Context: an optimization exercise on an open-source flow, tuned for small area, a short achievable clock period and few clock cycles. The choices shown serve that exercise and are no tape-out recipe.
At most, simulation tests tie the RTL to the original design; equivalence was not proved.
No activity file was given, so power comes from the tool's default toggle rates.

// lcdc
module lcdc (
    input  wire        clk,
    input  wire        rst,       
    input  wire        req,
    input  wire        we,
    input  wire [17:0] addr,
    input  wire [31:0] wdata,
    input  wire [3:0]  wstrb,
    output reg         rsp,
    output reg         rsp_err,
    output reg  [31:0] rdata
);
Size in the first run: about 910 flip-flops, roughly 92 I/O pins.
==> flow/config.mk <==
export PLATFORM = sky130hd
export DESIGN_NAME = lcdc
export DESIGN_NICKNAME = lcdc
export VERILOG_FILES = /design/flow/design.v
export SDC_FILE = /design/flow/constraint.sdc
export NUM_CORES = 4
export LEC_CHECK = 0
export CAP_MARGIN = 20
export CORE_MARGIN = 2
export CORE_UTILIZATION = 40
export CTS_BUF_LIST = sky130_fd_sc_hd__clkbuf_4 sky130_fd_sc_hd__clkbuf_8
export SETUP_SLACK_MARGIN = 5
export SLEW_MARGIN = 20
==> flow/constraint.sdc <==
create_clock -name core_clock -period 10.0 [get_ports {clk}]
set_input_delay 2.0000 -clock core_clock [delete_from_list [all_inputs] [get_ports {clk}]]
set_output_delay 2.0000 -clock core_clock [all_outputs]
set_load 0.01 [all_outputs]
run.sh (not shown) runs the stock make flow with config.mk's settings and CLKGATE_MAP_FILE= SYNTH_SCRIPT=/design/flow/synth_recipe.tcl, a recipe that flattens the netlist after the stock synthesis.
Edit:
--- a/flow/design.v
+++ b/flow/design.v
@@ -35,19 +35,20 @@
     reg [5:0]  one_len_q, zero_len_q;
     reg [NB-1:0] in_vec;
     reg [NB-1:0] out_vec;
     reg [8:0]  ecur;      
     reg [8:0]  rem;       
     reg [8:0]  k;         
     reg [2:0]  widx;      
     reg        sub;       
     reg        ph;        
-    reg        s_hit_q;   
+    reg [3:0]  s_part_q;  
+    reg        s_fit_q;   
     reg [7:0]  ob;        
     reg [15:0] wr;        
     wire [3:0] op    = cmd_q[3:0];
     wire       inv   = cmd_q[4];
     wire       rev   = cmd_q[5];
     wire [5:0] width = cmd_q[13:8];
     wire err = err_code != 3'h0;
     wire [8:0] out_nb_p7 = out_nbits_q + 9'd7;
     wire [5:0] out_len = out_nb_p7[8:3];
@@ -272,19 +273,22 @@
         so4_1 <= soff(4, 1, one_len_q[1:0] - 2'd1, zero_len_q[1:0] - 2'd1);
         so4_3 <= soff(4, 3, one_len_q[1:0] - 2'd1, zero_len_q[1:0] - 2'd1);
         for (t = 0; t < 4; t = t + 1) begin
             p1[t] <= one_pat_q[(one_len_q[1:0] - 2'd1 - t) & 2'h3];
             p0[t] <= zero_pat_q[(zero_len_q[1:0] - 2'd1 - t) & 2'h3];
         end
     end
     wire [5:0]  s_len  = sub ? zero_len_q : one_len_q;
     wire [31:0] s_pat  = sub ? zero_pat_q : one_pat_q;
-    wire        s_hit  = {3'b000, s_len} <= rem && (((wint ^ s_pat) & lowmask) == 32'h0);
+    wire [31:0] s_neq  = (wint ^ s_pat) & lowmask;
+    wire [3:0]  s_part = {s_neq[31:24] == 8'h0, s_neq[23:16] == 8'h0,
+                          s_neq[15:8] == 8'h0,  s_neq[7:0] == 8'h0};
+    wire        s_hit_q = s_fit_q && s_part_q == 4'hF;
     always @(*) begin
         if (op == OP_BITS_TO_INT) lm_len = in_nbits_q[5:0];
         else                      lm_len = s_len;
     end
     reg  [15:0] vld;                             
     reg [3:0] m1, m0;
     always @(*) begin
         for (j = 0; j < 4; j = j + 1) begin
             m1[j] = j <= q1;
@@ -414,35 +418,36 @@
         if (issue) begin
             ecur <= ecur0;
             rem  <= n_issue;
             k    <= 9'd0;
             widx <= 3'd0;
             sub  <= 1'b0;
             ph   <= 1'b0;
             for (j = 0; j < 16; j = j + 1) begin
                 wr[j]  <= in_vec[NB-1-j];
-                vld[j] <= n_issue > j;
+                vld[j] <= wdata[0] ? in_nbits_q[8:0] > j : {in_len_q[5:0], 3'b000} > j;
             end
         end else if (busy) begin
             if (is_word) begin
                 ecur <= ecur + 9'd32;
                 rem  <= rem - 9'd32;
                 widx <= widx + 3'd1;
             end else if (fast) begin
                 ecur <= f_ecur;
                 rem  <= f_rem;
                 for (j = 0; j < 16; j = j + 1)
                     vld[j] <= f_rem > j;
                 wr   <= f_wr;
                 k    <= k + 9'd4;
                 ob   <= new_byte;
             end else if (!ph) begin
-                s_hit_q <= s_hit;
+                s_part_q <= s_part;
+                s_fit_q  <= {3'b000, s_len} <= rem;
                 ph      <= 1'b1;
             end else begin
                 ph <= 1'b0;
                 ob <= new_byte;
                 if (s_hit_q) begin
                     ecur <= ecur + {3'b000, one_len_q};
                     rem  <= rem - {3'b000, s_len};
                     k    <= k + 9'd1;
                     sub  <= 1'b0;
- The changed run finished clean
- sequential power hardly moves
- hold slack hardly moves
- area after synthesis decreases slightly
- total power increases slightly
- clock-buffer cell count increases by 3
- sequential share of layout area increases by 0.21 points
- wire length increases by a few percent
- design area stays flat
- non-clock buffer count increases by 44
- global-route usage increases by 2.2 points
- die area decreases slightly
- combinational power increases by a few percent
- core utilization increases by 0.55 points
Testbench counts after the change, summed over its fixed seeds: cycles 8,410.
The RTL of the first run of this note was laid out without a check of its function.

---

JK:
RTL: one of the versions met above, not the one the previous note started from.
For scale: roughly 910 flip-flops, about 92 I/O pins, ~56000 um2 of cells after synthesis.
export LEC_CHECK = 0
export CAP_MARGIN = 20
export CORE_MARGIN = 2
export CORE_UTILIZATION = 40
export CTS_BUF_LIST = sky130_fd_sc_hd__clkbuf_4 sky130_fd_sc_hd__clkbuf_8
export SLEW_MARGIN = 20
export SETUP_SLACK_MARGIN = 6
create_clock -name core_clock -period 10.0 [get_ports {clk}]
standard.sh (not shown) runs the stock make flow with config.mk's settings and CLKGATE_MAP_FILE= SYNTH_SCRIPT=/design/flow/synth_recipe.tcl, a recipe that flattens the netlist after the stock synthesis.
==> flow/flow/run.sh <==
#!/bin/bash
# The standard layout, with the timing repair aiming 6 ns below the clock
# period (config.mk's SETUP_SLACK_MARGIN stops at 5).  Synthesis, placement,
# CTS and routing are the standard ones.
set -euo pipefail
echo "export SETUP_SLACK_MARGIN = 6" >> config.mk
bash standard.sh > standard.log 2>&1
The flow did not stop early for JK: all stages ran, and the layout cleared the timing, design-rule and antenna checks.
Testbench counts of JK, summed over its fixed seeds: cycles 8,410.
## Diff of input files: MS against JK
--- a/flow/design.v
+++ b/flow/design.v
@@ -38,14 +38,13 @@
     reg [8:0]  ecur;      
     reg [8:0]  rem;       
     reg [8:0]  k;         
     reg [2:0]  widx;      
     reg        sub;       
     reg        ph;        
-    reg [3:0]  s_part_q;  
-    reg        s_fit_q;   
+    reg        s_hit_q;   
     reg [7:0]  ob;        
     reg [15:0] wr;        
     wire [3:0] op    = cmd_q[3:0];
     wire       inv   = cmd_q[4];
     wire       rev   = cmd_q[5];
     wire [5:0] width = cmd_q[13:8];
@@ -276,16 +275,13 @@
             p1[t] <= one_pat_q[(one_len_q[1:0] - 2'd1 - t) & 2'h3];
             p0[t] <= zero_pat_q[(zero_len_q[1:0] - 2'd1 - t) & 2'h3];
         end
     end
     wire [5:0]  s_len  = sub ? zero_len_q : one_len_q;
     wire [31:0] s_pat  = sub ? zero_pat_q : one_pat_q;
-    wire [31:0] s_neq  = (wint ^ s_pat) & lowmask;
-    wire [3:0]  s_part = {s_neq[31:24] == 8'h0, s_neq[23:16] == 8'h0,
-                          s_neq[15:8] == 8'h0,  s_neq[7:0] == 8'h0};
-    wire        s_hit_q = s_fit_q && s_part_q == 4'hF;
+    wire        s_hit  = {3'b000, s_len} <= rem && (((wint ^ s_pat) & lowmask) == 32'h0);
     always @(*) begin
         if (op == OP_BITS_TO_INT) lm_len = in_nbits_q[5:0];
         else                      lm_len = s_len;
     end
     reg  [15:0] vld;                             
     reg [3:0] m1, m0;
@@ -421,13 +417,13 @@
             k    <= 9'd0;
             widx <= 3'd0;
             sub  <= 1'b0;
             ph   <= 1'b0;
             for (j = 0; j < 16; j = j + 1) begin
                 wr[j]  <= in_vec[NB-1-j];
-                vld[j] <= wdata[0] ? in_nbits_q[8:0] > j : {in_len_q[5:0], 3'b000} > j;
+                vld[j] <= n_issue > j;
             end
         end else if (busy) begin
             if (is_word) begin
                 ecur <= ecur + 9'd32;
                 rem  <= rem - 9'd32;
                 widx <= widx + 3'd1;
@@ -437,14 +433,13 @@
                 for (j = 0; j < 16; j = j + 1)
                     vld[j] <= f_rem > j;
                 wr   <= f_wr;
                 k    <= k + 9'd4;
                 ob   <= new_byte;
             end else if (!ph) begin
-                s_part_q <= s_part;
-                s_fit_q  <= {3'b000, s_len} <= rem;
+                s_hit_q <= s_hit;
                 ph      <= 1'b1;
             end else begin
                 ph <= 1'b0;
                 ob <= new_byte;
                 if (s_hit_q) begin
                     ecur <= ecur + {3'b000, one_len_q};
Looking at startpoint of the worst setup timing path, the ecur[7]$_DFFE_PP_ result is from MS; the ecur[6]$_DFFE_PP_ one comes from JK.
MS vs. JK: synthesized-area fraction occupied by and/or/nand/nor cells comparable; die width saw an increase; routed via count grew by about 1.3%; peak fanout along the critical path fell by 5; fmax comparable.
Changes observed in MS relative to JK: ratio of final minimum period to clock period has remained practically unchanged; peak per-stage delay on the critical path higher.
JK has lower number of vias per cell than MS.
The number of nets produced by synthesis of MS exceeds that of JK by 1.5%.
When MS is measured against JK, its multi-input logic area turns out about 2.5% higher.
Delta(average cell area after synthesis, MS - JK) < 0
No functional check of the RTL was part of MS.

==> static timing again, ports no longer ideal <==
No port has a modelled driver above. Below, the same layouts with a new extraction and two added sets of constraints.
Step 1 assumes that a clkbuf_16 drives the clock port and a buf_2 every other input.
Step 2 moves the port delays by t, midway between the first and last clock arrival at a register: inputs arrive t later, outputs are due t later. That takes back most of the time a late clock gives input paths.
a / b / c = ideal / step 1 / step 2; a / b = the first two.
run | t, ns | setup slack, ns | hold slack, ns | clock arrival spread, ns | slew at the worst register clock pin (ns)
the first run of note 1 | 1.016 | 4.756 / 4.794 / 3.778 | 0.453 / 0.453 / 0.453 | 0.092 / 0.093 | 0.07 / 0.07
the second run of note 1 | 0.987 | 4.874 / 4.874 / 3.916 | 0.453 / 0.453 / 0.453 | 0.078 / 0.079 | 0.08 / 0.08
JK | 1.017 | 5.562 / 5.562 / 4.651 | 0.456 / 0.456 / 0.456 | 0.077 / 0.076 | 0.07 / 0.07
MS | 1.038 | 5.556 / 5.556 / 4.746 | 0.451 / 0.451 / 0.451 | 0.063 / 0.063 | 0.08 / 0.08
After both steps setup and hold are still met in every run listed. For the first run of note 1, which loses most, drivers alone change the setup slack by +0.038 ns; drivers and shift together by -0.978 ns.
